This is an optimization exercise on Yosys and OpenROAD, whose aim is small area, a short achievable clock period and few clock cycles, not a production implementation.
Function was checked by simulation only, so behaviour that the tests miss may differ from the original.
Power figures rest on the tool's default switching activity, not on a simulated workload.

run B:
## pple
module pple (
    input  wire        clk,
    input  wire        rst,
    input  wire        host_wr,
    input  wire        host_rd,
    input  wire [11:0] host_addr,
    input  wire [31:0] host_wdata,
    output wire [31:0] host_rdata,
    output wire        busy,
    output reg         mem_req,
    output reg         mem_we,
    output reg  [11:0] mem_addr,
    output reg  [31:0] mem_wdata,
    input  wire        mem_gnt,
    input  wire [31:0] mem_rdata
);
clock: 17.0 ns
lec_check: 0
cap_margin: 20
core_margin: 2
core_utilization: 30
place_density: 0.4
slew_margin: 20
tns_end_percent: 10
standard.sh (not shown) runs the stock make flow with config.mk's settings and CLKGATE_MAP_FILE= SYNTH_SCRIPT=/design/flow/synth_recipe.tcl, a recipe that flattens the netlist after the stock synthesis.
==> flow/flow/run.sh <==
#!/bin/bash
# Layout flow: the standard ORFS flow (standard.sh, unchanged synthesis and
# steps), with a larger setup-repair margin so that repair_timing keeps sizing
# the critical paths well below the 17 ns clock. The SDC is not changed.
set -uo pipefail
bash standard.sh SETUP_SLACK_MARGIN=10 finish > standard_flow.log 2>&1
rc=$?
tail -20 standard_flow.log
exit $rc
Run B ended with every stage complete and zero timing, DRC or antenna violations.
Testbench counts of run B, summed over its fixed seeds: cycles 184,550.
Changes in run M relative to run B:
# run B
export LEC_CHECK = 0
export CAP_MARGIN = 20
export CORE_MARGIN = 2
export CORE_UTILIZATION = 30
export PLACE_DENSITY = 0.4
export SLEW_MARGIN = 20
export TNS_END_PERCENT = 10
create_clock -name core_clock -period 17.0 [get_ports {clk}]
# run M
export LEC_CHECK = 0
export CAP_MARGIN = 20
export CORE_MARGIN = 2
export CORE_UTILIZATION = 30
export PLACE_DENSITY = 0.4
export SETUP_SLACK_MARGIN = 5
export SLEW_MARGIN = 20
create_clock -name core_clock -period 17.0 [get_ports {clk}]
==> flow/run.sh (new file) <==
#!/bin/bash
# synth_recipe.tcl (not shown) runs the flow's synth.tcl, then flattens the netlist and writes it again
# the make line also repeats each setting of config.mk as NAME=value (left out here)
make -C /OpenROAD-flow-scripts/flow DESIGN_CONFIG=/design/flow/config.mk WORK_HOME=/design/flow/orfs CLKGATE_MAP_FILE= SYNTH_SCRIPT=/design/flow/synth_recipe.tcl finish
removed: flow/flow/run.sh
removed: flow/standard.sh
==> comparison <==
The final layout from run M, which completed every stage, passed the timing, DRC and antenna checks at the end of the flow. When the final numbers for run M and run B were put side by side, the setup slack turned out to be smaller in run M. The origin of the worst setup path comes out cmd_r[8] in one run and host_addr[3] in the other, namely in run M and run B respectively. Measured against each other, run M and run B differ in period utilization, the higher figure coming from run M. Taking run B as the reference, in run M worst setup slack after placement went down 0.56 ns, sequential cell area in the final layout level. Compared with run B, run M shows minimum clock period higher by 1.96 ns. Relative to run B, the number of antenna violations at the first check in global routing of run M is lower by 9.2%. Compared with run B, wire length of the first global-routing pass in run M decreased slightly. Run M against run B: maximum frequency now sits lower, total power of the final layout went down by 0.000090 W. Run M against run B: non-clock buffer count down 67, via count flat.

========
pple, a different RTL version from the one above (not shown whole).
For scale: ~3,400 flip-flops, roughly 190,000 sq um of cells after synthesis.
==> flow/config.mk <==
export PLATFORM = sky130hd
export DESIGN_NAME = pple
export DESIGN_NICKNAME = pple
export VERILOG_FILES = /design/flow/design.v
export SDC_FILE = /design/flow/constraint.sdc
export NUM_CORES = 4
export LEC_CHECK = 0
export CAP_MARGIN = 20
export CORE_MARGIN = 2
export CORE_UTILIZATION = 50
export PLACE_DENSITY = 0.6
export SLEW_MARGIN = 20
==> flow/constraint.sdc <==
create_clock -name core_clock -period 17.0 [get_ports {clk}]
set_input_delay 3.4000 -clock core_clock [delete_from_list [all_inputs] [get_ports {clk}]]
set_output_delay 3.4000 -clock core_clock [all_outputs]
set_load 0.01 [all_outputs]
==> flow/flow/run.sh <==
#!/bin/bash
# Layout flow: the standard ORFS flow (standard.sh, unchanged synthesis and
# steps), with a larger setup-repair margin so that repair_timing keeps sizing
# the critical paths well below the 17 ns clock. The SDC is not changed.
set -uo pipefail
bash standard.sh SETUP_SLACK_MARGIN=10 finish > standard_flow.log 2>&1
rc=$?
tail -20 standard_flow.log
exit $rc
The baseline failed in global routing.
Testbench counts at the start, summed over its fixed seeds: cycles 184,550.
Next try:
- CORE_UTILIZATION: 50 -> 30
- PLACE_DENSITY: 0.6 -> 0.4
The changed run stopped in global routing (GRT-0116).
Area after synthesis is unchanged.
Synthesized cell count is unchanged.

==> separate check: timing with driven ports <==
The results above use ideal ports. As a check the final layouts listed here were re-extracted and re-timed, cells and wires unchanged. Step 1 (the two cells are an assumption about what drives the block):
set clk [get_ports {clk}]
set_driving_cell -lib_cell sky130_fd_sc_hd__clkbuf_16 $clk
set_driving_cell -lib_cell sky130_fd_sc_hd__buf_2 [delete_from_list [all_inputs] $clk]
Step 2 also shifts input and output timing later by t, the mid clock arrival at the registers, as if the neighbouring blocks saw the same clock. Three values: no drivers, after step 1, after step 2; two values: the first two.
| run | t (ns) | setup WS [ns] | pins driven straight from the clock port |
|---|---|---|---|
| run B | 1.167 | 9.586 / 9.478 / 8.312 | 1 |
| run M | 1.159 | 7.626 / 7.626 / 6.664 | 1 |
After both steps setup and hold are still met in every run listed. The setup slack of run B, which loses most, moves by -0.108 ns with the drivers and by -1.274 ns with both steps.
